This design comes from an exercise in tuning for small area, a short achievable clock period and few clock cycles on the open sky130 flow, not from production work.
Function was checked by simulation only, so behaviour that the tests miss may differ from the original.
Power is estimated from default activity; no workload was simulated.

===== design/flow/constraint.sdc =====
create_clock -name core_clock -period 10.0 [get_ports {clk}]
set_input_delay 2.0000 -clock core_clock [delete_from_list [all_inputs] [get_ports {clk}]]
set_output_delay 2.0000 -clock core_clock [all_outputs]
set_load 0.01 [all_outputs]

===== design/flow/config.mk =====
export PLATFORM = sky130hd
export DESIGN_NAME = huff_codegen
export DESIGN_NICKNAME = huff_codegen
export VERILOG_FILES = /design/flow/design.v
export SDC_FILE = /design/flow/constraint.sdc
export NUM_CORES = 8
export LEC_CHECK = 0
export ABC_AREA = 1
export CAP_MARGIN = 40
export CORE_MARGIN = 2
export CORE_UTILIZATION = 40
export SETUP_SLACK_MARGIN = 5
export SLEW_MARGIN = 20
export SYNTH_HIERARCHICAL = 1
export SYNTH_MINIMUM_KEEP_SIZE = 0

===== design/flow/design.v =====
module huff_codegen (
    input  wire        clk,
    input  wire        rst,
    input  wire        start,
    input  wire [8:0]  src_len,
    input  wire        in_valid,
    output wire        in_ready,
    input  wire [7:0]  in_data,
    output wire        busy,
    output wire        out_valid,
    input  wire        out_ready,
    output wire [7:0]  out_value,
    output wire [7:0]  out_len,
    output wire [15:0] out_code
);
    localparam ST_IDLE  = 3'd0;
    localparam ST_LOAD  = 3'd1;
    localparam ST_MERGE = 3'd2;
    localparam ST_TDI   = 3'd3;
    localparam ST_TD    = 3'd4;
    localparam ST_OUT   = 3'd5;
    reg [2:0] state;
    reg       bz;           
    wire s_load  = (state == ST_LOAD);
    wire s_merge = (state == ST_MERGE);
    wire s_td    = (state == ST_TD);
    wire s_out   = (state == ST_OUT);
    integer i;
    function [3:0] tadd;
        input [3:0] a, b;
        begin
            tadd[0] = a[0] | b[0];
            tadd[1] = a[1] | b[1] | (a[0] & b[0]);
            tadd[2] = a[2] | b[2] | (a[1] & b[0]) | (a[0] & b[1]);
            tadd[3] = a[3] | b[3] | (a[2] & b[0]) | (a[1] & b[1]) | (a[0] & b[2]);
        end
    endfunction
    function [3:0] tsum16;
        input [63:0] x;
        reg [3:0] a [0:15];
        integer k, s;
        begin
            for (k = 0; k < 16; k = k + 1) a[k] = x[4*k +: 4];
            for (s = 1; s < 16; s = s * 2)
                for (k = 0; k < 16; k = k + 2 * s)
                    a[k] = tadd(a[k], a[k + s]);
            tsum16 = a[0];
        end
    endfunction
    reg        clr;         
    reg  [8:0] n;           
    reg        rdy_r;
    reg  [8:0] m;           
    reg  [7:0] vfirst;
    reg        iv1;         
    reg  [7:0] ca;          
    reg        v2;          
    reg  [7:0] wa;
    reg  [8:0] rcnt;
    reg        fwd;
    reg  [7:0] wlast;
    reg  [7:0] L;           
    reg  [7:0] lsel;        
    reg  [8:0] lleft;
    reg  [7:0] j;
    reg        ph;
    reg  [8:0] aw;
    reg        at;
    reg  [7:0] qn;
    reg  [1:0] bc;
    reg        rf;
    reg  [8:0] q0, q1;
    reg  [7:0] ra;
    reg        wbv;         
    reg  [7:0] wbj;
    reg  [8:0] wbw;
    reg  [1:0] wbt;
    reg  [1:0] rtypes;      
    reg  [7:0] tip, tipm1;
    reg        troot;
    reg        nv;
    reg        byp;
    reg  [9:0] bypc;
    reg  [7:0] mroot;
    reg  [8:0] oc;          
    reg        o1v, o1l;
    reg        o2v, o2l, o2b;
    reg  [7:0] o2val;
    reg        o3v, o3l, o3b, o3r;
    reg  [7:0] o3val;
    reg        ov, olast;
    reg  [7:0] oval;
    reg  [3:0] olen;
    reg  [9:0] ocode;
    reg        skv, sklast;
    reg  [7:0] skval;
    reg  [3:0] sklen;
    reg  [9:0] skcode;
    wire adv = ~skv;
    wire [15:0] c_ga, c_gt;
    reg  [15:0] c_first, c_second;
    integer q;
    reg  [15:0] c_b1, c_b2;     
    reg         c_two;
    always @* begin
        c_b1[0] = 1'b0;
        c_b2[0] = 1'b0;
        for (i = 1; i < 16; i = i + 1) begin
            c_b1[i] = |(c_ga & ((16'd1 << i) - 16'd1));
            c_b2[i] = 1'b0;
            for (q = 0; q < i; q = q + 1)
                c_b2[i] = c_b2[i] | (c_ga[q] & c_b1[q]);
        end
        for (i = 0; i < 16; i = i + 1) begin
            c_first[i]  = c_ga[i] & ~c_b1[i];
            c_second[i] = c_ga[i] & c_b1[i] & ~c_b2[i];
        end
        c_two = 1'b0;
        for (i = 1; i < 16; i = i + 1) c_two = c_two | (c_ga[i] & c_b1[i]);
    end
    wire       a_one = ~(|(c_gt & c_first));
    wire       ma  = |c_ga;
    wire       two = (|c_gt) | c_two;
    wire       lzero = (lleft == 9'd0);
    wire       have_int = (qn != 8'd0);
    wire [11:0] rd;
    wire       f_ok = (bc != 2'd0) | rf;
    wire [8:0] f0 = (bc != 2'd0) ? q0 : rd[8:0];
    wire [8:0] f1 = (bc == 2'd2) ? q1 : rd[8:0];
    wire       le_q = ({1'b0, L} <= q0);
    wire       le_r = ({1'b0, L} <= rd[8:0]);
    wire       ge_q = (q0 <= {1'b0, L});
    wire       ge_r = (rd[8:0] <= {1'b0, L});
    wire       le_f = (bc != 2'd0) ? le_q : le_r;
    wire       ge_f = (bc != 2'd0) ? ge_q : ge_r;
    wire       mrg = s_merge & ~lzero;
    wire       tkl = mrg & (~have_int | (f_ok & le_f));    
    wire       take_leaf = tkl & ma;
    wire       dbl = take_leaf & ~ph & two;
    wire       take_int = mrg & ~take_leaf & f_ok & ge_f;
    wire       ext = take_leaf | take_int;
    wire [8:0] lleft_m1 = lleft - 9'd1;
    wire [8:0] lleft_m2 = lleft - 9'd2;
    wire [7:0] qn_p1 = qn + 8'd1;
    wire [7:0] qn_m1 = qn - 8'd1;
    wire [7:0] ra_p1 = ra + 8'd1;
    wire       step = mrg & ~ma;
    wire       create = (ext & ph) | dbl;
    wire [8:0] sum_l = aw + {1'b0, L};
    wire [8:0] sum_q = aw + q0;
    wire [8:0] sum_r = aw + rd[8:0];
    wire [8:0] sum_f = (bc != 2'd0) ? sum_q : sum_r;
    wire [8:0] wnew = dbl ? {L, 1'b0} : (take_leaf ? sum_l : sum_f);
    wire [1:0] tnew = {take_int, at & ~dbl};
    wire [8:0] xw = take_leaf ? {1'b0, L} : f0;
    wire [1:0] ntk = {1'b0, take_leaf} + {1'b0, dbl};
    wire       clps = s_merge & lzero;
    wire       tk2 = tkl & ~ph;
    wire [7:0] lcbase = fwd ? wlast : rcnt[7:0];
    wire       lnewv = v2 & ~fwd & (rcnt == 9'd0);
    wire [7:0] lcnt = lcbase + 8'd1;
    wire [7:0] cbus = s_load ? lcnt : j;
    wire       ldwe = s_load & v2;
    wire [15:0] c_hany, c_pany;
    wire [9:0]  c_rd [0:15];
    wire [3:0]  c_pidx [0:15];
    reg  [15:0] p_first;
    reg  [3:0]  p_gi;
    always @* begin
        p_gi = 4'd0;
        for (i = 0; i < 16; i = i + 1) begin
            p_first[i] = c_pany[i] & ~(|(c_pany & ((16'd1 << i) - 16'd1)));
            if (p_first[i]) p_gi = p_gi | i[3:0];
        end
    end
    wire       pany = |c_pany;
    wire [7:0] pv = {p_gi, c_pidx[p_gi]};
    wire       issue = (s_out | (s_td & ~nv)) & adv & pany;
    wire       lsel_we = step | (s_load & load_end);
    wire [7:0] lsel_we_v = s_load ? 8'd1 : lsel_nx;
    wire [15:0] ld_oh = 16'd1 << wa[3:0];
    wire [15:0] wb_oh = 16'd1 << wbj[3:0];
    wire [15:0] w0_oh = 16'd1 << tip[3:0];
    wire [15:0] w1_oh = 16'd1 << tipm1[3:0];
    wire [15:0] j_oh  = 16'd1 << j[3:0];
    wire [15:0] j_ge  = 16'hffff << j[3:0];
    wire [15:0] h_lt  = ~(16'hffff << ra[3:0]);
    genvar g;
    generate
        for (g = 0; g < 16; g = g + 1) begin : gc
            hc_cgrp u (
                .clk(clk), .clr(clr),
                .ld_we(ldwe & (wa[7:4] == g)), .ld_oh(ld_oh),
                .cbus(cbus), .lsel_we(lsel_we), .lsel_nx(lsel_we_v),
                .tkl(tkl), .tk2(tk2), .ph(ph), .step(step), .s_merge(s_merge),
                .first(c_first[g]), .second(c_second[g]), .a_one(a_one),
                .ra_lo(ca[3:0]),
                .pick(issue & p_first[g]),
                .rdata(c_rd[g]),
                .gaR(c_ga[g]), .gtR(c_gt[g]),
                .hany(c_hany[g]),
                .paR(c_pany[g]), .pidx(c_pidx[g])
            );
        end
    endgenerate
    wire [9:0] crd = c_rd[ca[7:4]];
    wire [7:0] lsel_nx = (|c_hany) ? lsel + 8'd1 : {lsel[7:3] + 5'd1, 3'd0};
    wire [9:0] tdc  = troot ? 10'd1 : (byp ? bypc : rd[9:0]);
    wire       tt1  = troot ? rtypes[1] : rd[11];
    wire       tt0  = troot ? rtypes[0] : rd[10];
    wire       tdw  = s_td & (tt1 | tt0);
    wire       tdw2 = s_td & tt1 & tt0;
    wire [11:0] n_rd [0:15];
    wire [15:0] n_hany;
    wire [3:0]  n_hidx [0:15];
    reg  [15:0] h_first;
    reg  [3:0]  h_gi;
    always @* begin
        h_gi = 4'd0;
        for (i = 0; i < 16; i = i + 1) begin
            h_first[i] = n_hany[i] & ~(|(n_hany & ~((16'd2 << i) - 16'd1)));
            if (h_first[i]) h_gi = h_gi | i[3:0];
        end
    end
    wire       tany  = |n_hany;
    wire [7:0] tnext = {h_gi, n_hidx[h_gi]};
    generate
        for (g = 0; g < 16; g = g + 1) begin : gn
            hc_ngrp u (
                .clk(clk),
                .wb_we(wbv & (wbj[7:4] == g)), .wb_oh(wb_oh), .wbw(wbw), .wbt(wbt),
                .cl_all(clps & (j[7:4] < g)), .cl_part(clps & (j[7:4] == g)), .j_ge(j_ge), .j_oh(j_oh),
                .ph(ph), .at(at),
                .s_td(s_td),
                .w0_we(tdw & (tip[7:4] == g)), .w0_oh(w0_oh),
                .w1_we(tdw2 & (tipm1[7:4] == g)), .w1_oh(w1_oh),
                .tbus(tdc[8:0]), .tt1(tt1),
                .ra_lo(ra[3:0]),
                .h_all(ra[7:4] > g), .h_part(ra[7:4] == g), .h_lt(h_lt),
                .rdata(n_rd[g]),
                .h_any(n_hany[g]), .h_idx(n_hidx[g])
            );
        end
    endgenerate
    reg [11:0] rdr;         
    assign rd = rdr;
    wire [10:0] full = {(o3r ? 10'd1 : rd[9:0]), o3b};
    reg  [3:0]  flen;
    reg  [9:0]  fcode;
    always @* begin
        flen = 4'd0;
        for (i = 1; i < 11; i = i + 1)
            if (full[i]) flen = i[3:0];
        fcode = full[9:0] & ~(10'd1 << flen);
    end
    wire [8:0] m_next = m + {8'd0, lnewv};
    wire       load_end = s_load & ~clr & (n == 9'd0) & ~iv1;
    always @(posedge clk) begin
        if (~s_out | adv)
            rdr <= n_rd[ra[7:4]];
        if (rst) begin
            state <= ST_IDLE;
            bz    <= 1'b0;
            clr   <= 1'b0;
            rdy_r <= 1'b0;
            iv1   <= 1'b0;
            v2    <= 1'b0;
            wbv   <= 1'b0;
            o1v   <= 1'b0;
            o2v   <= 1'b0;
            o3v   <= 1'b0;
            ov    <= 1'b0;
            skv   <= 1'b0;
        end else begin
            clr <= 1'b0;
            wbv <= 1'b0;
            iv1 <= in_valid & rdy_r;
            if (in_valid & rdy_r) begin
                n <= n - 9'd1;
                if (n == 9'd1) rdy_r <= 1'b0;
            end
            if (s_load) ca <= in_data;
            v2 <= iv1;
            if (iv1) begin
                wa   <= ca;
                rcnt <= (crd[8] & ~crd[9]) ? {1'b0, crd[7:0]} : 9'd0;
                fwd  <= v2 & (wa == ca);
            end
            if (v2) begin
                wlast <= lcnt;
                if (lnewv) begin
                    m <= m + 9'd1;
                    vfirst <= wa;
                end
            end
            case (state)
                ST_IDLE: begin
                    if (start) begin
                        n     <= src_len;
                        rdy_r <= (src_len != 9'd0);
                        m     <= 9'd0;
                        clr   <= 1'b1;
                        state <= ST_LOAD;
                        bz    <= 1'b1;
                    end
                end
                ST_LOAD: begin
                    if (load_end) begin
                        L     <= 8'd0;
                        lsel  <= 8'd1;
                        lleft <= m_next;
                        j     <= 8'd0;
                        ph    <= 1'b0;
                        qn    <= 8'd0;
                        bc    <= 2'd0;
                        rf    <= 1'b0;
                        ra    <= 8'd0;
                        oc    <= 9'd0;
                        o1v   <= 1'b0;
                        o2v   <= 1'b0;
                        o3v   <= 1'b0;
                        if (m_next == 9'd0) begin
                            state <= ST_IDLE;
                            bz    <= 1'b0;
                        end else if (m_next == 9'd1) begin
                            state <= ST_OUT;
                            ov    <= 1'b1;
                            olast <= 1'b1;
                            oval  <= (lnewv ? wa : vfirst);
                            olen  <= 4'd1;
                            ocode <= 10'd0;
                        end else begin
                            state <= ST_MERGE;
                        end
                    end
                end
                ST_MERGE: begin
                    if (step) begin
                        L    <= lsel;
                        lsel <= lsel_nx;
                    end
                    if (dbl) lleft <= lleft_m2;
                    else if (take_leaf) lleft <= lleft_m1;
                    if (dbl) begin
                        j <= j + 8'd1;
                    end else if (ext) begin
                        ph <= ~ph;
                        if (~ph) begin
                            aw <= xw;
                            at <= take_int;
                        end else begin
                            j <= j + 8'd1;
                        end
                    end
                    if (create) begin
                        wbv <= 1'b1;
                        wbj <= j;
                        wbw <= wnew;
                        wbt <= tnew;
                    end
                    if (create & ~take_int) qn <= qn_p1;
                    else if (~create & take_int) qn <= qn_m1;
                    begin : win
                        reg [1:0] ws, rem;
                        reg [8:0] r0, r1;
                        reg       byp_n, iss;
                        ws  = bc + {1'b0, rf};
                        rem = ws - {1'b0, take_int};
                        r0  = take_int ? f1 : f0;
                        r1  = f1;
                        iss   = (ra != j) & (ws < 2'd2) & ~(wbv & (wbj == ra));
                        byp_n = create & (ra == j) & (rem < 2'd2);
                        rf <= iss;
                        if (iss | byp_n) ra <= ra_p1;
                        bc <= rem + {1'b0, byp_n};
                        q0 <= (rem == 2'd0) ? wnew : r0;
                        q1 <= (rem == 2'd1) ? wnew : r1;
                    end
                    if (create & (j == m[7:0] - 8'd2)) begin
                        state  <= ST_TDI;
                        ra     <= j;
                        rtypes <= tnew;
                    end
                    if (clps) begin
                        state  <= ST_TDI;
                        ra     <= m[7:0] - 8'd2;
                        rtypes <= {1'b1, ~((j == m[7:0] - 8'd2) & ph) | at};
                    end
                end
                ST_TDI: begin
                    mroot <= ra;
                    tip   <= ra - 8'd1;
                    tipm1 <= ra - 8'd2;
                    ra    <= tnext;
                    nv    <= tany;
                    troot <= 1'b1;
                    byp   <= 1'b0;
                    state <= ST_TD;
                    if (ra == 8'd0) state <= ST_OUT;    
                end
                ST_TD: begin
                    troot <= 1'b0;
                    byp   <= (tdw & (tip == ra)) | (tdw2 & (tipm1 == ra));
                    bypc  <= {tdc[8:0], (tip == ra) & tt1};
                    tip   <= tip - {7'd0, tt1} - {7'd0, tt0};
                    tipm1 <= tipm1 - {7'd0, tt1} - {7'd0, tt0};
                    ra    <= tnext;
                    nv    <= tany;
                    if (~nv) begin
                        state <= ST_OUT;
                        o1v   <= pany;
                        o1l   <= (oc == m - 9'd1);
                        if (pany) begin
                            ca <= pv;
                            oc <= oc + 9'd1;
                        end
                    end
                end
                ST_OUT: begin
                    if (adv) begin
                        o1v <= pany;
                        o1l <= (oc == m - 9'd1);
                        if (pany) begin
                            ca <= pv;
                            oc <= oc + 9'd1;
                        end
                        o2v   <= o1v;
                        o2l   <= o1l;
                        o2b   <= crd[8];
                        o2val <= ca;
                        ra    <= crd[7:0];
                        o3v   <= o2v;
                        o3l   <= o2l;
                        o3b   <= o2b;
                        o3r   <= (ra == mroot);
                        o3val <= o2val;
                    end
                    if (~ov | out_ready) begin
                        if (skv) begin
                            ov    <= 1'b1;
                            olast <= sklast;
                            oval  <= skval;
                            olen  <= sklen;
                            ocode <= skcode;
                            skv   <= 1'b0;
                        end else begin
                            ov    <= o3v;
                            olast <= o3l;
                            oval  <= o3val;
                            olen  <= flen;
                            ocode <= fcode;
                        end
                    end else if (o3v & adv) begin
                        skv    <= 1'b1;
                        sklast <= o3l;
                        skval  <= o3val;
                        sklen  <= flen;
                        skcode <= fcode;
                    end
                    if (ov & out_ready & olast) begin
                        state <= ST_IDLE;
                        bz    <= 1'b0;
                        ov    <= 1'b0;
                        o1v   <= 1'b0;
                        o2v   <= 1'b0;
                        o3v   <= 1'b0;
                    end
                end
                default: begin
                    state <= ST_IDLE;
                    bz    <= 1'b0;
                end
            endcase
        end
    end
    assign busy      = bz;
    assign in_ready  = rdy_r;
    assign out_valid = ov;
    assign out_value = oval;
    assign out_len   = {4'd0, olen};
    assign out_code  = {6'd0, ocode};
endmodule
module hc_cgrp (
    input  wire        clk,
    input  wire        clr,
    input  wire        ld_we,
    input  wire [15:0] ld_oh,
    input  wire [7:0]  cbus,
    input  wire        lsel_we,    
    input  wire [7:0]  lsel_nx,
    input  wire        tkl,
    input  wire        tk2,
    input  wire        ph,
    input  wire        step,
    input  wire        s_merge,
    input  wire        first,      
    input  wire        second,     
    input  wire        a_one,      
    input  wire [3:0]  ra_lo,
    input  wire        pick,       
    output wire [9:0]  rdata,
    output reg         gaR,        
    output reg         gtR,        
    output wire        hany,       
    output reg         paR,        
    output reg  [3:0]  pidx        
);
    reg [7:0]  d  [0:15];
    reg [15:0] f1, f0, cu;
    reg [7:0]  lsel;
    wire [15:0] cand = f0 & ~f1;
    reg  [15:0] ncv, hcv, oh1, oh2, pk, we1, we2, f1n;
    reg  [15:0] ia, it;         
    reg  [15:0] pp;             
    reg  [15:0] na, nt;         
    reg         ea, et;
    reg  [3:0]  ct;             
    reg         t1, t2;         
    integer k, s, q;
    function [3:0] tadd;
        input [3:0] a, b;
        begin
            tadd[0] = a[0] | b[0];
            tadd[1] = a[1] | b[1] | (a[0] & b[0]);
            tadd[2] = a[2] | b[2] | (a[1] & b[0]) | (a[0] & b[1]);
            tadd[3] = a[3] | b[3] | (a[2] & b[0]) | (a[1] & b[1]) | (a[0] & b[2]);
        end
    endfunction
    function [3:0] therm16;
        input [15:0] x;
        reg [3:0] a [0:15];
        integer b, w;
        begin
            for (b = 0; b < 16; b = b + 1) a[b] = {3'b000, x[b]};
            for (w = 1; w < 16; w = w * 2)
                for (b = 0; b < 16; b = b + 2 * w)
                    a[b] = tadd(a[b], a[b + w]);
            therm16 = a[0];
        end
    endfunction
    always @* begin
        for (k = 0; k < 16; k = k + 1) begin
            ncv[k] = cand[k] & (d[k] == lsel);
            hcv[k] = cand[k] & (d[k][7:3] == lsel[7:3]) & (d[k][2:0] != lsel[2:0]);
        end
        ia = cu;
        it = 16'd0;
        pp = f1;
        na = ncv;
        nt = 16'd0;
        for (s = 1; s < 16; s = s * 2)
            for (k = 15; k >= 0; k = k - 1)
                if ((k & s) != 0) begin
                    q = (k & ~(s - 1)) - 1;
                    it[k] = it[k] | it[q] | (ia[k] & ia[q]);
                    ia[k] = ia[k] | ia[q];
                    pp[k] = pp[k] | pp[q];
                    nt[k] = nt[k] | nt[q] | (na[k] & na[q]);
                    na[k] = na[k] | na[q];
                end
        pidx = 4'd0;
        for (k = 0; k < 16; k = k + 1) begin
            ea = (k == 0) ? 1'b0 : ia[k-1];
            et = (k == 0) ? 1'b0 : it[k-1];
            oh1[k] = cu[k] & first & ~ea;
            oh2[k] = cu[k] & (first ? (ea & ~et) : (second & a_one & ~ea));
            we1[k] = tkl & oh1[k];
            we2[k] = tk2 & oh2[k];
            pk[k]  = f1[k] & ((k == 0) ? 1'b1 : ~pp[k-1]);
            if (pk[k]) pidx = pidx | k[3:0];
            if (clr)
                f1n[k] = 1'b0;
            else if (we1[k] | we2[k])
                f1n[k] = 1'b1;
            else
                f1n[k] = f1[k] & ~(pick & pk[k]);
        end
        ct = therm16(cu);
        t1 = tkl & first;
        t2 = tk2 & (first ? gtR : (second & a_one));
    end
    assign hany  = |hcv;
    assign rdata = {f1[ra_lo], f0[ra_lo], d[ra_lo]};
    always @(posedge clk) begin
        if (lsel_we) lsel <= lsel_nx;
        f1  <= f1n;
        paR <= |f1n;
        if (step) begin
            gaR <= na[15];
            gtR <= nt[15];
        end else if (~s_merge) begin
            gaR <= 1'b0;
            gtR <= 1'b0;
        end else begin
            gaR <= (t1 & t2) ? ct[2] : ((t1 | t2) ? ct[1] : ct[0]);
            gtR <= (t1 & t2) ? ct[3] : ((t1 | t2) ? ct[2] : ct[1]);
        end
        for (k = 0; k < 16; k = k + 1) begin
            if ((ld_we & ld_oh[k]) | we1[k] | we2[k])
                d[k] <= cbus;
            if (clr)
                f0[k] <= 1'b0;
            else if (ld_we & ld_oh[k])
                f0[k] <= 1'b1;
            else if (we1[k] | we2[k])
                f0[k] <= ph | we2[k];
            if (step) cu[k] <= ncv[k];
            else if (we1[k] | we2[k] | ~s_merge) cu[k] <= 1'b0;
        end
    end
endmodule
module hc_ngrp (
    input  wire        clk,
    input  wire        wb_we,
    input  wire [15:0] wb_oh,
    input  wire [8:0]  wbw,
    input  wire [1:0]  wbt,
    input  wire        cl_all,    
    input  wire        cl_part,   
    input  wire [15:0] j_ge,      
    input  wire [15:0] j_oh,
    input  wire        ph,
    input  wire        at,
    input  wire        s_td,
    input  wire        w0_we,
    input  wire [15:0] w0_oh,
    input  wire        w1_we,
    input  wire [15:0] w1_oh,
    input  wire [8:0]  tbus,
    input  wire        tt1,
    input  wire [3:0]  ra_lo,
    input  wire        h_all,     
    input  wire        h_part,    
    input  wire [15:0] h_lt,
    output wire [11:0] rdata,
    output wire        h_any,
    output reg  [3:0]  h_idx
);
    reg [9:0] c [0:15];
    reg [1:0] t [0:15];
    reg [15:0] hs;
    integer k;
    always @* begin
        h_idx = 4'd0;
        for (k = 0; k < 16; k = k + 1) begin
            hs[k] = (t[k] != 2'd0) & (h_all | (h_part & h_lt[k]));
            if (hs[k]) h_idx = k[3:0];
        end
    end
    assign h_any = |hs;
    assign rdata = {t[ra_lo], c[ra_lo]};
    always @(posedge clk) begin
        for (k = 0; k < 16; k = k + 1) begin
            if ((wb_we & wb_oh[k]) | (w0_we & w0_oh[k]) | (w1_we & w1_oh[k]))
                c[k] <= s_td ? {tbus, w0_we & w0_oh[k] & tt1} : {1'b0, wbw};
            if (wb_we & wb_oh[k])
                t[k] <= wbt;
            else if (cl_all | (cl_part & j_ge[k]))
                t[k] <= {1'b1, ~(cl_part & j_oh[k] & ph) | at};
        end
    end
endmodule

===== design/flow/run.sh =====
#!/bin/bash
# synth_recipe.tcl (not shown) runs the flow's synth.tcl, then flattens the netlist and writes it again
# the make line also repeats each setting of config.mk as NAME=value (left out here)
make -C /OpenROAD-flow-scripts/flow DESIGN_CONFIG=/design/flow/config.mk WORK_HOME=/design/flow/orfs CLKGATE_MAP_FILE= SYNTH_SCRIPT=/design/flow/synth_recipe.tcl finish

==> metrics.csv, run 1 <==
metric,value,unit
die_x,931.2,um
routed-wl-met2,674.3,mm
die_area,0.8671,mm2
crit_arrival,6.45,ns
clockBufferDepth,4,
yosys.area.top_type,edfxtp_1,
cts.sinks,6364,
tns,0,ns
io_buffers,46,
netlist_instances,39425,
status,timing/DRC/antenna clean,
wire_per_inst,29.70,um
clk_pin_slew,0.07,ns
p_total,0.09348,W
drc,0,
grt_pass1_vias,283909,
grt_pass1_wl,2150,mm
hold_viol_final,0,
post-route-period-util,55.22,%
synthArstFlopShare,0,%
utilization,45.64,%
synth_common_cells,"nand2_1 (13120), edfxtp_1 (5790), nor2_1 (4084)",
holdWs,0.4211,ns
cpPeakStageDelay,0.69,ns
core,0.8568,mm2
fillers,82377,
met1_length,585.7,mm
r2r-start,ca[0],
required,10.93,ns
crit_start,ca[0],
hp-class,register to register,
cts_buffers,711,
nets,40436,
path_class,register to register,
endpoint_kind,register,
ys_ff_latch,6364,
period_minus_slack,5.522,ns
ys.flop_type,edfxtp_1,
drt_iter0_drc,43211,
root_buffer,clkbuf_16,
syn_area_per_cell,8.722,um2
ys_seq_area_share,53.90,%
first_pass_iters,10,
worst_path_most_repeated_cell,buf_6,
vias,307560,
syn_area,0.3439,mm2
cap_violations,0,
critPathLaunchType,register,
wl_met3,169.7,mm
yosys_warnings,13,
skew,0.1419,ns
setup_slack,4.478,ns
top_layer,met5,
antenna_found_initial,140,
synth_top_area_share,50.56,%
htree_levels,6,
ios,57,
yosysMostFrequentCell,nand2_1,
synth-edff-count,5790,
pre_cts_ws,3.060,ns
synthTopCellsByArea,"edfxtp_1 (51%), nand2_1 (14%), nor2_1 (4.5%)",
slew_viol_final,0,
finalSetupViolCount,0,
ir_worst_vdd,0.2134,mV
grt_start_max_net_pins,143,
cp_cell_sequence,buf_6 -> buf_16 -> nand2_4 -> inv_1 -> nand2_2 -> clkinvlp_4 -> a211oi_4 -> nand4_1 -> nand2_1 -> nand4_1 -> nor2_2 -> buf_6 -> nand4_1 -> o22ai_4 -> buf_6 -> o22ai_4 -> buf_6 -> a21oi_4 -> a21oi_2,
ys_types,69,
syn_to_final_growth,13.72,%
drive_above_1_share,9.562,%
p_leak,154.3,nW
cp_slowest_cell,nand4_1,
vias_per_cell,5.861,
tightest_slew,1.285,ns
hold_buffers,0,
rows,340,
start_util,40.14,%
grt_usage,34.49,%
clk_latency,1.23,ns
cts_tree,built,
max_freq,181.1,MHz
ant_nets,0,
gp_congestion,1.064,
rsz0062_at_grt,true,
hpwl,1133,mm
max_slew_margin,14.32,%
chipHeight,931.2,um
power.density,239.0,mW/mm2
path_max_fanout,8,
wl,1559,mm
hp-start,o2val[2],
overflow,0,
layer usage:
metal,up-vias,track usage [%]
li1,135505,-
met1,148664,43.65
met2,19034,52.23
met3,4279,8.357
met4,78,23.73
met5,-,0.1035
worst paths after layout:
path,slack (ns),depth (start not counted),end
setup reg to reg,4.48,19,ra[6]
hold reg to reg,0.42,0,o3val[2]
setup / recovery,4.48,19,ra[6]
hold / removal,0.42,0,o3val[2]
cell usage in the layout (no fill, tap or decap), types with 320 or more instances in the layout:
master	instances
a21oi_1	648
a41oi_1	356
o21ai_0	1177
xor2_1	529
xnor2_1	1045
o22ai_1	320
nand3_1	2855
dfxtp_1	572
nand2_1	13019
nor3_1	378
inv_1	3222
edfxtp_1	5790
nand2_2	441
nand4_1	907
buf_4	962
clkbuf_16	723
nor2_1	3890
sequential cells by signal, indices dropped and copies added, names as in the netlist, 16 cells and up:
signal and count:
gn.u.c 2560, gc.u.gtR 16, gc.u.gaR 16, gc.u.lsel 128, gn.u.t 512, gc.u.paR 16, gc.u.f0 256, gc.u.cu 256
gc.u.f1 256, gc.u.d 2048
cell type report:
class / count / area, um2 / share of cell area, %
repair buffers: 1258 / 12200 / 3.121
multi-input cells: 28424 / 141300 / 36.14
inverters: 3526 / 13470 / 3.445
clock buffers: 878 / 18880 / 4.828
well taps: 11457 / 14340 / 3.666
repair inverters: 1 / 5.005 / 0.001280
flip-flops and latches: 6364 / 185400 / 47.40
clock inverters: 431 / 5122 / 1.310
diodes: 138 / 345.3 / 0.08831
worst max-delay path: cells and delay by family (launching register included):
kind / cells / cell delay, ns
and+or+nand+nor: 7 / 2.49
buffers and inverters: 7 / 1.29
AOI/OAI and AO/OA: 5 / 0.98
DFF: 1 / 0.45
report_power, final:
part | internal [W] | switching (W) | total, W
registers | 0.0317 | 0.00112 | 0.0328
logic | 0.00786 | 0.0253 | 0.0332
clock network | 0.0156 | 0.0119 | 0.0275
total | 0.0552 | 0.0383 | 0.0935
kinds of logic (layout without fill, tap and decap cells):
group                    after synthesis  count (layout)  synth area share (%)
buffers and inverters               4683            6094                 5.973
other                                  2             185              0.002184
XOR/XNOR                            1574            1574                 4.009
multiplexers                           5               5               0.01492
AO/OA/AOI/OAI                       4093            4093                 7.822
adder cells (fa/ha/maj)              128             128                0.4745
AND/OR/NAND/NOR                    22576           22577                 27.80
flip-flops                          6364            6364                 53.90
per-module statistics from Yosys (local to each module, per instance):
module,cells inside,flops+latches
hc_ngrp,769,192
huff_codegen,3105,300
hc_cgrp,1501,187
what timing repair did:
action | in CTS | in global routing
resized for setup | 377 | 207
cloned | 13 | 3
setup endpoints to repair | 2605 | 757
pin swaps | 58 | 64
buffers inserted | 129 | 98
metrics by stage:
stage | std cells | area (um2)
floorplan | 39470 | 344100
global placement | 50591 | 358900
detailed placement | 50757 | 361500
CTS | 52208 | 388600
global route | 52355 | 390700
finish | 52477 | 391000
Testbench counts, summed over its fixed seeds: cycles 15,906.
==> inputs of run 2 (changes only) <==
--- a/design/flow/config.mk
+++ b/design/flow/config.mk
@@ -6,10 +6,11 @@
 export NUM_CORES = 8
 export LEC_CHECK = 0
 export ABC_AREA = 1
-export CAP_MARGIN = 40
+export CAP_MARGIN = 20
 export CORE_MARGIN = 2
 export CORE_UTILIZATION = 40
 export SETUP_SLACK_MARGIN = 5
 export SLEW_MARGIN = 20
 export SYNTH_HIERARCHICAL = 1
 export SYNTH_MINIMUM_KEEP_SIZE = 0
+export TNS_END_PERCENT = 10
==> run 2 against run 1 <==
  * Still clean on timing, DRC and antenna
  * Utilization down 0.40 points
  * Power down 1.1%
  * Sequential cell count unchanged
  * Hold slack worse by 0.039 ns
  * Critical path type unchanged
  * Largest cell class unchanged
  * Largest power group is now sequential cells
==> metrics.csv, run 2 <==
metric,value,unit,change
crit_start,ca[0],,unchanged
hp-start,o3l,,was o2val[2]
synth-edff-count,5790,,unchanged
chipHeight,931.2,um,unchanged
regMostFlops,gn.u.c,,unchanged
period_minus_slack,5.625,ns,was 5.522 ns
hold_buffers,0,,unchanged
drt_iter0_drc,42387,,was 43211
placed_cell_area,0.3592,mm2,was 0.3615 mm2
clk_latency,1.29,ns,was 1.23 ns
antenna_found_initial,136,,was 140
ys_ff_latch,6364,,unchanged
power.density,238.6,mW/mm2,was 239.0 mW/mm2
critPathLaunchType,register,,unchanged
ys_seq_area_share,53.90,%,unchanged
netlist_instances,39425,,unchanged
rsz0062_at_grt,true,,unchanged
synth_common_cells,"nand2_1 (13120), edfxtp_1 (5790), nor2_1 (4084)",,unchanged
cp_cell_sequence,buf_6 -> buf_16 -> clkinvlp_4 -> nand2_8 -> nor2_4 -> nand2_1 -> nand4_1 -> a211oi_4 -> nand4_1 -> nand2_1 -> nand4_1 -> nor2_4 -> nand4_1 -> o22ai_4 -> buf_6 -> o22ai_4 -> a21oi_2 -> a21oi_2,,was buf_6 -> buf_16 -> nand2_4 -> inv_1 -> nand2_2 -> clkinvlp_4 -> a211oi_4 -> nand4_1 -> nand2_1 -> nand4_1 -> nor2_2 -> buf_6 -> nand4_1 -> o22ai_4 -> buf_6 -> o22ai_4 -> buf_6 -> a21oi_4 -> a21oi_2
grt_pass1_vias,282744,,was 283909
largest_reg_flops,2560,,unchanged
clk_pin_slew,0.07,ns,about the same
largest_registers,"gn.u.c: 2560 flops, gc.u.d: 2048 flops, gn.u.t: 512 flops",,unchanged
r2r-start,ca[0],,unchanged
die_area,0.8671,mm2,unchanged
die_x,931.2,um,unchanged
skew,0.2003,ns,was 0.1419 ns
crit_arrival,6.58,ns,was 6.45 ns
ios,57,,unchanged
worst_path_most_repeated_cell,nand4_1,,was buf_6
drive_above_1_share,9.004,%,was 9.562%
synthTopCellsByArea,"edfxtp_1 (51%), nand2_1 (14%), nor2_1 (4.5%)",,unchanged
grt_pass1_wl,2144,mm,was 2150 mm
cts_tree,built,,unchanged
ant_nets,0,,unchanged
htree_levels,6,,unchanged
max_slew_margin,5.613,%,was 14.32%
endpoint_kind,register,,unchanged
synth_top_area_share,50.56,%,unchanged
cp_slowest_cell,nand4_1,,unchanged
syn_area,0.3439,mm2,unchanged
cts_buffers,712,,was 711
slew_viol_final,0,,unchanged
core,0.8568,mm2,unchanged
synthArstFlopShare,0,%,unchanged
cpPeakStageDelay,0.77,ns,was 0.69 ns
ys_types,69,,unchanged
hold_viol_final,0,,unchanged
grt_start_max_net_pins,143,,unchanged
path_class,register to register,,unchanged
rows,340,,unchanged
syn_to_final_growth,12.73,%,was 13.72%
finalSetupViolCount,0,,unchanged
yosys_warnings,13,,unchanged
hp-class,register to register,,unchanged
holdWs,0.3820,ns,was 0.4211 ns
layout_common_cells,"nand2_1 (13047), edfxtp_1 (5790), nor2_1 (3892)",,"was nand2_1 (13019), edfxtp_1 (5790), nor2_1 (3890)"
final_common_cell,nand2_1,,unchanged
path_max_fanout,8,,unchanged
yosysMostFrequentCell,nand2_1,,unchanged
ys.flop_type,edfxtp_1,,unchanged
cts.sinks,6364,,unchanged
vias_per_cell,5.859,,was 5.861
wl,1559,mm,about the same
p_leak,152.6,nW,was 154.3 nW
ir_worst_vdd,0.2471,mV,was 0.2134 mV
wire_per_inst,29.80,um,was 29.70 um
overflow,0,,unchanged
tns,0,ns,unchanged
yosys.area.top_type,edfxtp_1,,unchanged
drc,0,,unchanged
root_buffer,clkbuf_16,,unchanged
hpwl,1121,mm,was 1133 mm
required,10.96,ns,was 10.93 ns
clockBufferDepth,4,,unchanged
tightest_slew,1.413,ns,was 1.285 ns
post-route-period-util,56.25,%,was 55.22%
status,timing/DRC/antenna clean,,unchanged
gp_congestion,1.064,,unchanged
first_pass_iters,14,,was 10
vias,306641,,was 307560
max_freq,177.8,MHz,was 181.1 MHz
io_buffers,46,,unchanged
cap_violations,0,,unchanged
syn_area_per_cell,8.722,um2,unchanged
fin_area,0.3876,mm2,was 0.3910 mm2
start_util,40.14,%,unchanged
utilization,45.24,%,was 45.64%
nets,40246,,was 40436
grt_usage,34.39,%,was 34.49%
p_total,0.09248,W,was 0.09348 W
==> run 2: path summary, 6_finish.rpt <==
path	end	cells after the start	slack (ns)
setup / recovery	ra[6]	18	4.38
hold / removal	sklast	0	0.38
setup reg to reg	ra[6]	18	4.38
hold reg to reg	sklast	0	0.38
==> run 2: cells by family (layout without fill, tap and decap cells) <==
family,Yosys count,after routing,synth area share [%]
buffers and inverters,4683,5902,5.973
adder cells (fa/ha/maj),128,128,0.4745
other,2,231,0.002184
flip-flops,6364,6364,53.90
AND/OR/NAND/NOR,22576,22579,27.80
XOR/XNOR,1574,1574,4.009
AO/OA/AOI/OAI,4093,4093,7.822
multiplexers,5,5,0.01492
==> run 2: metrics by stage <==
stage                     std cells  setup WS [ns]
after global routing          52185          4.600
after floorplan               39470          4.389
final                         52333          4.375
after detailed placement      50604          2.127
after global placement        50591          1.925
after CTS                     52062          4.693
==> run 2: repair_timing <==
item / in CTS / in global routing
endpoints found under the setup margin: 2793 / 1543
gates cloned: 9 / 9
pin swaps: 41 / 51
setup buffers: 139 / 76
resized for setup: 303 / 190
==> run 2: cell type report <==
| cell class | instances | area [um2] |
|---|---|---|
| Tap cell | 11457 | 14340 |
| Multi-Input combinational cell | 28426 | 141100 |
| Clock buffer | 852 | 18570 |
| Antenna cell | 184 | 460.4 |
| Timing Repair Buffer | 1065 | 9346 |
| Sequential cell | 6364 | 185400 |
| Fill cell | 82561 | 469100 |
| Timing Repair inverter | 1 | 5.005 |
| Clock inverter | 458 | 5015 |
| Inverter | 3526 | 13410 |
==> run 2: modules after synthesis (local to each module, per instance) <==
module	cells	area (um2)	times used
hc_cgrp	1501	11580	16
huff_codegen	3105	22860	1
hc_ngrp	769	8487	16
==> run 2: power breakdown <==
part | leakage, nW | switching [W] | internal [W]
sequential | 59.2 | 0.00120 | 0.0317
combinational | 82.0 | 0.0251 | 0.00745
clock | 11.4 | 0.0120 | 0.0150
==> run 2: critical path: cells and delay by family (launching register included) <==
family	cells	cell delay, ns
AO/OA/AOI/OAI	5	1.09
flip-flops	1	0.42
buffers and inverters	4	0.67
AND/OR/NAND/NOR	9	3.20
==> run 2: metal layers <==
| layer | GRT usage, % | part of all wire [%] | vias to the layer above |
|---|---|---|---|
| met4 | 23.81 | 8.2 | 46 |
| met2 | 52.00 | 43 | 19437 |
| met5 | 0 | 0.031 | - |
| met3 | 8.461 | 11 | 4257 |
| met1 | 43.49 | 38 | 147678 |
| li1 | - | - | 135223 |
==> inputs of run 3 (changes only) <==
--- a/design/flow/design.v
+++ b/design/flow/design.v
@@ -162,7 +162,7 @@
     wire [7:0] cbus = s_load ? lcnt : j;
     wire       ldwe = s_load & v2;
     wire [15:0] c_hany, c_pany;
-    wire [9:0]  c_rd [0:15];
+    wire [8:0]  c_rd [0:15];
     wire [3:0]  c_pidx [0:15];
     reg  [15:0] p_first;
     reg  [3:0]  p_gi;
@@ -203,7 +203,7 @@
             );
         end
     endgenerate
-    wire [9:0] crd = c_rd[ca[7:4]];
+    wire [8:0] crd = c_rd[ca[7:4]];
     wire [7:0] lsel_nx = (|c_hany) ? lsel + 8'd1 : {lsel[7:3] + 5'd1, 3'd0};
     wire [9:0] tdc  = troot ? 10'd1 : (byp ? bypc : rd[9:0]);
     wire       tt1  = troot ? rtypes[1] : rd[11];
@@ -283,7 +283,7 @@
             v2 <= iv1;
             if (iv1) begin
                 wa   <= ca;
-                rcnt <= (crd[8] & ~crd[9]) ? {1'b0, crd[7:0]} : 9'd0;
+                rcnt <= crd[8] ? {1'b0, crd[7:0]} : 9'd0;    
                 fwd  <= v2 & (wa == ca);
             end
             if (v2) begin
@@ -498,7 +498,7 @@
     input  wire        a_one,      
     input  wire [3:0]  ra_lo,
     input  wire        pick,       
-    output wire [9:0]  rdata,
+    output wire [8:0]  rdata,      
     output reg         gaR,        
     output reg         gtR,        
     output wire        hany,       
@@ -580,7 +580,7 @@
         t2 = tk2 & (first ? gtR : (second & a_one));
     end
     assign hany  = |hcv;
-    assign rdata = {f1[ra_lo], f0[ra_lo], d[ra_lo]};
+    assign rdata = {f0[ra_lo], d[ra_lo]};
     always @(posedge clk) begin
         if (lsel_we) lsel <= lsel_nx;
         f1  <= f1n;
==> run 3 against run 2 <==
  * Still clean
  * Final cell count fell by 4.0%
  * First-iteration DRC count rose by 1.4%
  * Utilization rose by 0.25 points
  * Non-clock buffer count rose by 51
  * Die area fell by 1.8%
  * Via count fell by 3.4%
  * Sequential power fell by 1%
  * Register-to-register slack improved by 0.29 ns
  * Worst setup slack improved by 0.29 ns
  * Clock-buffer cell count rose by 26
  * Fmax rose by 5.4%
  * Highest routed layer unchanged
==> metrics.csv, run 3 <==
metric,value,unit,change
status,timing/DRC/antenna clean,,unchanged
crit_arrival,6.13,ns,was 6.58 ns
cp_cell_sequence,inv_1 -> nor2_4 -> buf_4 -> clkinv_1 -> buf_4 -> nor2_1 -> nand3_1 -> nor2_2 -> nand2_1 -> nand3_1,,was buf_6 -> buf_16 -> clkinvlp_4 -> nand2_8 -> nor2_4 -> nand2_1 -> nand4_1 -> a211oi_4 -> nand4_1 -> nand2_1 -> nand4_1 -> nor2_4 -> nand4_1 -> o22ai_4 -> buf_6 -> o22ai_4 -> a21oi_2 -> a21oi_2
utilization,45.49,%,was 45.24%
root_buffer,clkbuf_16,,unchanged
rows,337,,was 340
clk_pin_slew,0.06,ns,was 0.07 ns
clockBufferDepth,4,,unchanged
hp-class,register to register,,unchanged
final_common_cell,nand2_1,,unchanged
critPathLaunchType,register,,unchanged
ys_seq_area_share,54.90,%,was 53.90%
largest_registers,"gn.u.c: 2560 flops, gc.u.d: 2048 flops, gn.u.t: 512 flops",,unchanged
fillers,80046,,was 82561
ys.flop_type,edfxtp_1,,unchanged
skew,0.1067,ns,was 0.2003 ns
cap_violations,0,,unchanged
ys_ff_latch,6364,,unchanged
synth_top_area_share,51.50,%,was 50.56%
crit_start,state[2],,was ca[0]
grt_start_max_net_pins,111,,was 143
wire_per_inst,29.56,um,was 29.80 um
first_pass_iters,9,,was 14
finalSetupViolCount,0,,unchanged
ant_nets,0,,unchanged
grt_pass1_vias,272406,,was 282744
vias_per_cell,5.895,,was 5.859
rsz0062_at_grt,true,,unchanged
start_util,40.11,%,was 40.14%
synthTopCellsByArea,"edfxtp_1 (52%), nand2_1 (13%), nor2_1 (4.2%)",,"was edfxtp_1 (51%), nand2_1 (14%), nor2_1 (4.5%)"
netlist_instances,37554,,was 39425
vias,296072,,was 306641
ios,57,,unchanged
path_class,register to register,,unchanged
grt_pass1_wl,2046,mm,was 2144 mm
cts_buffers,714,,was 712
layout_common_cells,"nand2_1 (11941), edfxtp_1 (5790), nor2_1 (3587)",,"was nand2_1 (13047), edfxtp_1 (5790), nor2_1 (3892)"
cts_tree,built,,unchanged
nets,38427,,was 40246
syn_area,0.3376,mm2,was 0.3439 mm2
endpoint_kind,register,,unchanged
cpPeakStageDelay,1.11,ns,was 0.77 ns
antenna_found_initial,147,,was 136
core,0.8416,mm2,was 0.8568 mm2
ys_types,75,,was 69
post-route-period-util,53.36,%,was 56.25%
drt_iter0_drc,42973,,was 42387
grt_usage,33.36,%,was 34.39%
gp_congestion,1.042,,was 1.064
tightest_slew,1.388,ns,was 1.413 ns
overflow,0,,unchanged
required,10.80,ns,was 10.96 ns
synthArstFlopShare,0,%,unchanged
syn_to_final_growth,13.41,%,was 12.73%
drive_above_1_share,9.801,%,was 9.004%
synth-edff-count,5790,,unchanged
synth_common_cells,"nand2_1 (11983), edfxtp_1 (5790), nor2_1 (3770)",,"was nand2_1 (13120), edfxtp_1 (5790), nor2_1 (4084)"
hold_viol_final,0,,unchanged
hp-start,o2l,,was o3l
io_buffers,46,,unchanged
r2r-start,state[2],,was ca[0]
p_leak,149.3,nW,was 152.6 nW
drc,0,,unchanged
path_max_fanout,26,,was 8
yosys.area.top_type,edfxtp_1,,unchanged
max_slew_margin,7.226,%,was 5.613%
clk_latency,1.23,ns,was 1.29 ns
yosysMostFrequentCell,nand2_1,,unchanged
slew_viol_final,0,,unchanged
power.density,235.6,mW/mm2,was 238.6 mW/mm2
tns,0,ns,unchanged
die_area,0.8514,mm2,was 0.8671 mm2
die_x,922.7,um,was 931.2 um
regMostFlops,gn.u.c,,unchanged
setup_slack,4.664,ns,was 4.375 ns
ir_worst_vdd,0.2244,mV,was 0.2471 mV
yosys_warnings,13,,unchanged
syn_area_per_cell,8.990,um2,was 8.722 um2
hpwl,1061,mm,was 1121 mm
multiInputGateArea,0.1366,mm2,was 0.1411 mm2
htree_levels,6,,unchanged
wl,1485,mm,was 1559 mm
regArea,0.1854,mm2,about the same
period_minus_slack,5.336,ns,was 5.625 ns
cp_slowest_cell,nor2_2,,was nand4_1
max_freq,187.4,MHz,was 177.8 MHz
pre_cts_ws,3.616,ns,was 2.127 ns
path_delay_family,simple AND/OR/NAND/NOR gates,,unchanged
hold_buffers,0,,unchanged
largest_reg_flops,2560,,unchanged
chipHeight,922.7,um,was 931.2 um
cts.sinks,6364,,unchanged
path_buf_inv,4,,unchanged
## run 3: modules after synthesis, one instance, submodules excluded
module / cells inside / area, um2
hc_ngrp: 769 / 8487
huff_codegen: 3026 / 22600
hc_cgrp: 1389 / 11200
## run 3: timing repair
action,CTS,global route
setup endpoints to repair,2684,1951
pin swaps,51,51
resized for setup,255,171
gates cloned,9,5
buffers inserted,246,68
## run 3: metal layers
metal | vias up | GRT usage [%] | share of wire (%)
met4 | 74 | 18.42 | 6.4
met1 | 144172 | 45.07 | 40
li1 | 130058 | - | -
met2 | 18164 | 48.97 | 42
met5 | - | 0 | 0.038
met3 | 3604 | 8.548 | 12
## run 3: path summary, 6_finish.rpt
path	end	slack [ns]	cells past startpoint
max reg2reg	gn[1].u.c[15][2]	4.66	10
min	o3l	0.42	0
min reg2reg	o3l	0.42	0
max	gn[1].u.c[15][2]	4.66	10
## run 3: final cells by class
type | instances | area share [%]
sequential | 6364 | 48.41
multi-input combinational | 26875 | 35.69
clock buffer | 878 | 4.932
tap | 11187 | 3.656
inverter | 3206 | 3.168
timing repair buffer | 1116 | 2.676
clock inverter | 446 | 1.369
antenna | 149 | 0.09738
## run 3: worst register-to-register path: stages (launching register included)
cell      delay (ns)
dfxtp_1         0.60
inv_1           0.17
nor2_4          0.12
buf_4           0.40
clkinv_1        0.18
buf_4           0.30
nor2_1          0.39
nand3_1         0.76
nor2_2          1.11
nand2_1         0.25
nand3_1         0.63
## run 3: through the flow
stage	instances	cell area [um2]	power (W)	hold slack (ns)
floorplan	37599	337800	0.04960	0.4003
global placement	48399	352700	0.06067	0.4019
CTS	49990	381000	0.08899	0.4134
detailed placement	48411	353000	0.06093	0.4045
finish	50221	382900	0.09022	0.4165
global route	50108	382600	0.09289	0.4164
## run 3: report_power, final
| group | switching [W] | total [W] | internal [W] |
|---|---|---|---|
| sequential | 0.00129 | 0.0325 | 0.0312 |
| clock | 0.0119 | 0.0275 | 0.0156 |
| combinational | 0.0227 | 0.0303 | 0.00759 |
## run 3: logic make-up after synthesis
family	synth area share [%]
DFF	54.90
and+or+nand+nor	26.52
xor gates and xnor gates	4.423
muxes	0.01223
buffers and inverters	5.535
adders and majority gates	0.4833
AOI/OAI and AO/OA	8.116
other	0.002224
Testbench counts of run 3, summed over its fixed seeds: cycles 15,906.
==> inputs of run 4 (changes only) <==
--- a/design/flow/config.mk
+++ b/design/flow/config.mk
@@ -6,11 +6,10 @@
 export NUM_CORES = 8
 export LEC_CHECK = 0
 export ABC_AREA = 1
-export CAP_MARGIN = 20
+export CAP_MARGIN = 40
 export CORE_MARGIN = 2
 export CORE_UTILIZATION = 40
 export SETUP_SLACK_MARGIN = 5
 export SLEW_MARGIN = 20
 export SYNTH_HIERARCHICAL = 1
 export SYNTH_MINIMUM_KEEP_SIZE = 0
-export TNS_END_PERCENT = 10
==> run 4 against run 3 <==
  * Sequential power is essentially flat
  * Sequential share of layout area shrank 0.19 points
  * Combinational power is essentially flat
  * Fmax grew 2.5%
  * Worst setup slack gained 0.13 ns
  * Largest cell class unchanged
  * Power grew 0.57%
  * Clock-buffer cell count shrank 23
  * Critical path depth grew 1
  * Wire length shrank 0.39%
  * First-iteration DRC count grew 1.5%
==> metrics.csv, run 4 <==
metric,value,unit,change
min_to,o3l,,unchanged
ys_ff_latch,6364,,unchanged
grt_start_max_net_pins,111,,unchanged
comb_power_share,33.5,%,was 33.6%
grt_usage,33.26,%,was 33.36%
syn_to_final_growth,13.86,%,was 13.41%
die_area,0.8514,mm2,unchanged
io_buffers,46,,unchanged
finalSetupViolCount,0,,unchanged
wl,1479,mm,was 1485 mm
cap_violations,0,,unchanged
fillers,80070,,was 80046
ys_seq_area_share,54.90,%,unchanged
synth_top_area_share,51.50,%,unchanged
ff2ff_path_depth,11,,was 10
core,0.8416,mm2,unchanged
p_seq_share,35.8,%,was 36.0%
cts_tree,built,,unchanged
gp_congestion,1.042,,unchanged
status,timing/DRC/antenna clean,,unchanged
drive_above_1_share,9.938,%,was 9.801%
wire_per_inst,29.44,um,was 29.56 um
power.density,236.0,mW/mm2,was 235.6 mW/mm2
htree_levels,6,,unchanged
holdWs,0.3959,ns,was 0.4165 ns
synthTopCellsByArea,"edfxtp_1 (52%), nand2_1 (13%), nor2_1 (4.2%)",,unchanged
synthArstFlopShare,0,%,unchanged
grt_pass1_vias,272245,,was 272406
vias_per_cell,5.886,,was 5.895
power_frac_clock,30.7,%,was 30.4%
p_sw,0.03585,W,was 0.03587 W
path_class,register to register,,unchanged
ir_worst_vdd,0.2539,mV,was 0.2244 mV
largest_registers,"gn.u.c: 2560 flops, gc.u.d: 2048 flops, gn.u.t: 512 flops",,unchanged
syn_area_per_cell,8.990,um2,unchanged
critPathLaunchType,register,,unchanged
regMostFlops,gn.u.c,,unchanged
largest_reg_flops,2560,,unchanged
yosys.area.top_type,edfxtp_1,,unchanged
regToRegSetupSlack,4.80,ns,was 4.66 ns
max_slew_margin,24.30,%,was 7.226%
nets,38457,,was 38427
switching_share,39.51,%,was 39.76%
antenna_found_initial,142,,was 147
cts_buffers,713,,was 714
grt_pass1_wl,2040,mm,was 2046 mm
first_pass_iters,7,,was 9
cp_slowest_cell,nand3_1,,was nor2_2
final_common_cell,nand2_1,,unchanged
overflow,0,,unchanged
skew,0.1425,ns,was 0.1067 ns
tns,0,ns,unchanged
ant_nets,0,,unchanged
start_util,40.11,%,unchanged
hold_depth,0,,unchanged
syn_area,0.3376,mm2,unchanged
cp_cell_sequence,inv_1 -> nor2_4 -> buf_4 -> clkinv_1 -> buf_4 -> nor3_1 -> nand3_1 -> nor2_1 -> buf_4 -> nand2_1 -> nand3_1,,was inv_1 -> nor2_4 -> buf_4 -> clkinv_1 -> buf_4 -> nor2_1 -> nand3_1 -> nor2_2 -> nand2_1 -> nand3_1
cts.sinks,6364,,unchanged
ys.flop_type,edfxtp_1,,unchanged
endpoint_kind,register,,unchanged
hp-start,o2l,,unchanged
slew_viol_final,0,,unchanged
die_x,922.7,um,unchanged
r2r-start,state[2],,unchanged
netlist_instances,37554,,unchanged
worst_path_most_repeated_cell,buf_4,,
yosys_warnings,13,,unchanged
rsz0062_at_grt,true,,unchanged
period_minus_slack,5.205,ns,was 5.336 ns
yosysMostFrequentCell,nand2_1,,unchanged
ios,57,,unchanged
drc,0,,unchanged
max_freq,192.1,MHz,was 187.4 MHz
r2r-end,gn[2].u.c[3][7],,was gn[1].u.c[15][2]
vias,295709,,was 296072
path_max_fanout,26,,unchanged
cpPeakStageDelay,0.81,ns,was 1.11 ns
hold_viol_final,0,,unchanged
crit_start,state[2],,unchanged
clk_pin_slew,0.07,ns,was 0.06 ns
synth-edff-count,5790,,unchanged
crit_arrival,6.03,ns,was 6.13 ns
p_leak,150.1,nW,was 149.3 nW
hpwl,1075,mm,was 1061 mm
p_int,0.05488,W,was 0.05434 W
post-route-period-util,52.05,%,was 53.36%
tightest_slew,1.135,ns,was 1.388 ns
drt_iter0_drc,43625,,was 42973
clockBufferDepth,4,,unchanged
rows,337,,unchanged
ys_types,75,,unchanged
required,10.83,ns,was 10.80 ns
clk_latency,1.26,ns,was 1.23 ns
utilization,45.67,%,was 45.49%
hp-class,register to register,,unchanged
layout_common_cells,"nand2_1 (11921), edfxtp_1 (5790), nor2_1 (3596)",,"was nand2_1 (11941), edfxtp_1 (5790), nor2_1 (3587)"
root_buffer,clkbuf_16,,unchanged
synth_common_cells,"nand2_1 (11983), edfxtp_1 (5790), nor2_1 (3770)",,unchanged
chipHeight,922.7,um,unchanged
-- run 4: cell counts after synthesis --
No cell type changed its count.
-- run 4: layer usage --
layer / global-route usage, % / up-vias / part of all wire (%)
li1: - / 130073 / -
met1: 44.88 / 143834 / 40
met2: 49.00 / 18193 / 42
met3: 8.352 / 3549 / 12
met4: 18.35 / 60 / 6.4
met5: 0.04489 / - / 0.026
-- run 4: stage by stage --
stage / setup slack (ns) / total power [W] / std cells / instance area [um2]
4_1_cts: 4.915 / 0.08958 / 50013 / 382300
6_report: 4.795 / 0.09073 / 50236 / 384400
2_1_floorplan: 4.181 / 0.04960 / 37599 / 337800
3_5_place_dp: 3.670 / 0.06142 / 48605 / 356000
5_1_grt: 4.783 / 0.09345 / 50131 / 384100
3_3_place_gp: 2.558 / 0.06067 / 48399 / 352700
-- run 4: layout make-up --
cell class	instances	area, um2	area share [%]
Sequential cell	6364	185400	48.22
Multi-Input combinational cell	26869	136500	35.52
Clock buffer	855	18690	4.863
Tap cell	11187	14000	3.641
Inverter	3206	12130	3.156
Timing Repair Buffer	1153	11590	3.014
Clock inverter	463	5761	1.499
Antenna cell	139	347.8	0.09049
-- run 4: power groups by stage --
stage	Clock, W	Combinational [W]	Sequential, W
finish	0.0278	0.0304	0.0325
global route	0.0290	0.0319	0.0326
CTS	0.0280	0.0291	0.0325
detailed placement	0	0.0283	0.0331
global placement	0	0.0272	0.0334
floorplan	0	0.0169	0.0327
-- run 4: worst max-delay path by stage --
stage | to | cells after the start
4_1_cts | ra[0] | 18
6_report | gn[2].u.c[3][7] | 11
2_1_floorplan | gc[0].u.d[0][0] | 8
5_1_grt | qn[7] | 29
3_3_place_gp | gc[3].u.lsel[6] | 13
3_5_place_dp | ra[0] | 20
-- run 4: critical path, delay by kind of cell, from the launching register on --
family,cells,cell delay (ns)
buffers and inverters,5,1.41
and+or+nand+nor,6,2.74
DFF,1,0.61
-- run 4: kinds of logic (layout without fill, tap and decap cells) --
| family | after synthesis | in the layout | share of synthesized area (%) |
|---|---|---|---|
| simple gates | 20960 | 20962 | 26.52 |
| flops | 6364 | 6364 | 54.90 |
| buf+inv | 4368 | 5677 | 5.535 |
| compound gates | 4023 | 4023 | 8.116 |
| xor+xnor | 1705 | 1705 | 4.423 |
| fa+ha+maj | 128 | 128 | 0.4833 |
| mux | 4 | 4 | 0.01223 |
| other cells | 2 | 186 | 0.002224 |
-- run 4: per-module statistics from Yosys (local to each module, per instance) --
module	cell area [um2]	copies in the design
huff_codegen	22600	1
hc_cgrp	11200	16
hc_ngrp	8487	16
-- run 4: timing repair --
item | CTS | global route
buffers inserted | 84 | 47
gates cloned | 6 | 2
resized for setup | 220 | 197
hold buffers | 0 | 0
endpoints found under the setup margin | 1231 | 1215
endpoints found under the hold margin | 0 | 0
pin swaps | 34 | 37
==> inputs of run 5 (changes only) <==
--- a/design/flow/config.mk
+++ b/design/flow/config.mk
@@ -9,7 +9,7 @@
 export CAP_MARGIN = 40
 export CORE_MARGIN = 2
 export CORE_UTILIZATION = 40
-export SETUP_SLACK_MARGIN = 5
+export SETUP_SLACK_MARGIN = 4
 export SLEW_MARGIN = 20
 export SYNTH_HIERARCHICAL = 1
 export SYNTH_MINIMUM_KEEP_SIZE = 0
==> run 5 against run 4 <==
  * Register-to-register slack worse by 0.90 ns
  * Critical path type unchanged
  * Highest routed layer unchanged
  * Combinational power shrank 5%
  * Still clean
  * Largest cell class unchanged
  * Fmax decreased by 15%
  * Synthesized cell count stayed put
  * Sequential share of layout area up 0.45 points
  * Hold slack gained 0.0037 ns
  * Die area stayed put
  * First-iteration DRC count is 9.0% lower
==> metrics.csv, run 5 <==
metric,value,unit,change
cts_tree,built,,unchanged
syn_area_per_cell,8.990,um2,unchanged
vias,291762,,was 295709
path_class,register to register,,unchanged
overflow,0,,unchanged
cts.sinks,6364,,unchanged
critPathLaunchType,register,,unchanged
syn_to_final_growth,12.80,%,was 13.86%
max_slew_margin,15.03,%,was 24.30%
syn_area,0.3376,mm2,unchanged
regMostFlops,gn.u.c,,unchanged
yosys.area.top_type,edfxtp_1,,unchanged
gp_congestion,1.075,,was 1.042
status,timing/DRC/antenna clean,,unchanged
utilization,45.25,%,was 45.67%
ys_types,75,,unchanged
largest_reg_flops,2560,,unchanged
ant_nets,0,,unchanged
netlist_instances,37554,,unchanged
required,10.93,ns,was 10.83 ns
drc,0,,unchanged
yosysMostFrequentCell,nand2_1,,unchanged
largest_registers,"gn.u.c: 2560 flops, gc.u.d: 2048 flops, gn.u.t: 512 flops",,unchanged
clockBufferDepth,4,,unchanged
skew,0.1607,ns,was 0.1425 ns
grt_pass1_wl,1983,mm,was 2040 mm
endpoint_kind,register,,unchanged
ff2ff_path_depth,17,,was 11
root_buffer,clkbuf_16,,unchanged
chipHeight,922.7,um,unchanged
clk_latency,1.23,ns,was 1.26 ns
max_freq,163.9,MHz,was 192.1 MHz
ios,57,,unchanged
drive_above_1_share,8.911,%,was 9.938%
layout_common_cells,"nand2_1 (11980), edfxtp_1 (5790), nor2_1 (3620)",,"was nand2_1 (11921), edfxtp_1 (5790), nor2_1 (3596)"
hold_buffers,0,,unchanged
holdWs,0.3996,ns,was 0.3959 ns
hold_viol_final,0,,unchanged
hp-class,register to register,,unchanged
synth-edff-count,5790,,unchanged
regArea,0.1854,mm2,about the same
cts_buffers,706,,was 713
tns,0,ns,unchanged
finalSetupViolCount,0,,unchanged
drt_iter0_drc,39718,,was 43625
clk_pin_slew,0.07,ns,about the same
final_common_cell,nand2_1,,unchanged
hpwl,1030,mm,was 1075 mm
path_max_fanout,28,,was 26
die_x,922.7,um,unchanged
vias_per_cell,5.827,,was 5.886
grt_usage,32.10,%,was 33.26%
synthTopCellsByArea,"edfxtp_1 (52%), nand2_1 (13%), nor2_1 (4.2%)",,unchanged
wl,1423,mm,was 1479 mm
ys.flop_type,edfxtp_1,,unchanged
multiInputGateArea,0.1353,mm2,was 0.1365 mm2
tightest_slew,1.275,ns,was 1.135 ns
first_pass_iters,8,,was 7
wire_per_inst,28.42,um,was 29.44 um
io_buffers,46,,unchanged
cap_violations,0,,unchanged
ir_worst_vdd,0.1985,mV,was 0.2539 mV
core,0.8416,mm2,unchanged
rows,337,,unchanged
fillers,79960,,was 80070
crit_arrival,7.03,ns,was 6.03 ns
hold_depth,0,,unchanged
power.density,234.2,mW/mm2,was 236.0 mW/mm2
regToRegSetupSlack,3.90,ns,was 4.80 ns
antenna_found_initial,101,,was 142
synthArstFlopShare,0,%,unchanged
start_util,40.11,%,unchanged
grt_start_max_net_pins,157,,was 111
synth_common_cells,"nand2_1 (11983), edfxtp_1 (5790), nor2_1 (3770)",,unchanged
die_area,0.8514,mm2,unchanged
post-route-period-util,61.02,%,was 52.05%
slew_viol_final,0,,unchanged
yosys_warnings,13,,unchanged
htree_levels,6,,unchanged
period_minus_slack,6.102,ns,was 5.205 ns
rsz0062_at_grt,false,,was true
nets,38281,,was 38457
p_leak,148.5,nW,was 150.1 nW
ys_ff_latch,6364,,unchanged
ys_seq_area_share,54.90,%,unchanged
grt_pass1_vias,269551,,was 272245
synth_top_area_share,51.50,%,unchanged
[run 5: cell counts after synthesis]
Identical to the previous run, type by type.
[run 5: worst max-delay path: stages (launching register included)]
cell and delay [ns]:
edfxtp_1 0.38, buf_4 0.39, nand2_1 0.45, inv_1 0.22, nand3_1 0.31, inv_1 0.17
nand2_1 0.09, nand4_1 0.15, a2111oi_0 0.64, nand4_1 0.70, nand2_1 0.25, nand4_1 0.54
nor3_2 0.69, o2bb2ai_1 0.23, buf_4 0.25, o221ai_1 0.12, inv_1 0.09, a21oi_1 0.07
[run 5: Yosys stat by module (local to each module, per instance)]
module,flops+latches,cells inside
hc_cgrp,187,1389
hc_ngrp,192,769
huff_codegen,300,3026
[run 5: area by class of cell]
class	count	share of cell area, %
Timing Repair Buffer	986	2.496
Inverter	3206	3.160
Clock inverter	478	1.554
Multi-Input combinational cell	26867	35.51
Clock buffer	838	4.831
Antenna cell	146	0.09593
Tap cell	11187	3.675
Sequential cell	6364	48.67
[run 5: power by group]
part | switching, W | total, W | internal, W
Clock | 0.0118 | 0.0276 | 0.0158
Sequential | 0.00137 | 0.0326 | 0.0312
Combinational | 0.0218 | 0.0290 | 0.00723
Total | 0.0350 | 0.0892 | 0.0542
[run 5: repair_timing]
action	CTS	global route
resized for setup	2	9
pin swaps	1	1
endpoints found under the setup margin	7	11
buffers inserted	1	0
[run 5: cells by family (layout without fill, tap and decap cells)]
logic type / Yosys count / count (layout) / synth area share (%)
buf+inv: 4368 / 5508 / 5.535
xor+xnor: 1705 / 1705 / 4.423
other cells: 2 / 193 / 0.002224
simple gates: 20960 / 20960 / 26.52
compound gates: 4023 / 4023 / 8.116
fa+ha+maj: 128 / 128 / 0.4833
mux: 4 / 4 / 0.01223
flops: 6364 / 6364 / 54.90
[run 5: path summary, 6_finish.rpt]
check,end,startpoint
max reg2reg,ra[6],ca[0]
min,o3val[0],o2val[0]
min reg2reg,o3val[0],o2val[0]
max,ra[6],ca[0]
[run 5: metal layers]
| metal | part of all wire [%] | vias up | wire length (um) | global-route usage, % |
|---|---|---|---|---|
| li1 | - | 129738 | - | - |
| met5 | 0.023 | - | 327 | 0 |
| met3 | 11 | 3883 | 152500 | 8.043 |
| met4 | 8.7 | 50 | 124000 | 22.98 |
| met2 | 43 | 17408 | 607700 | 48.06 |
| met1 | 38 | 140683 | 538600 | 40.57 |
[run 5: per-stage QoR]
step	instances	area, um2	worst slack (ns)	total power [W]
3_3_place_gp	48357	352300	2.813	0.06015
4_1_cts	49890	380000	4.071	0.08826
6_report	50072	380800	3.898	0.08918
5_1_grt	49967	380600	4.047	0.09195
2_1_floorplan	37599	337800	1.089	0.04989
3_5_place_dp	48573	355600	3.686	0.06093

## static timing again, ports no longer ideal
The results above use ideal ports. As a check the final layouts listed here were re-extracted and re-timed, cells and wires unchanged.
Step 1 sets driving cells, clkbuf_16 on the clock port and buf_2 on the other inputs (assumed; they add their load-dependent delay and slew).
Step 2, shift: input delay + t, output delay - t, t = (earliest + latest rising clock arrival at the registers) / 2. This alone moves slack from input paths to output paths.
Slacks: ideal ports / drivers / drivers and shift; pairs: ideal ports / drivers.
run	t (ns)	slack for setup (ns)	hold slack, ns	worst slew at a driven data input, ns	pins driven straight from the clock port
run 1	1.320	4.478 / 4.478 / 4.478	0.421 / 0.421 / 0.421	0.05	1
run 2	1.344	4.375 / 4.375 / 4.375	0.382 / 0.382 / 0.382	0.05	1
run 3	1.352	4.664 / 4.664 / 4.664	0.417 / 0.417 / 0.417	0.31	1
run 4	1.361	4.795 / 4.795 / 4.795	0.396 / 0.396 / 0.396	0.30	1
run 5	1.306	3.898 / 3.898 / 3.898	0.400 / 0.400 / 0.400	0.43	1
After both steps every run listed still meets setup and hold.
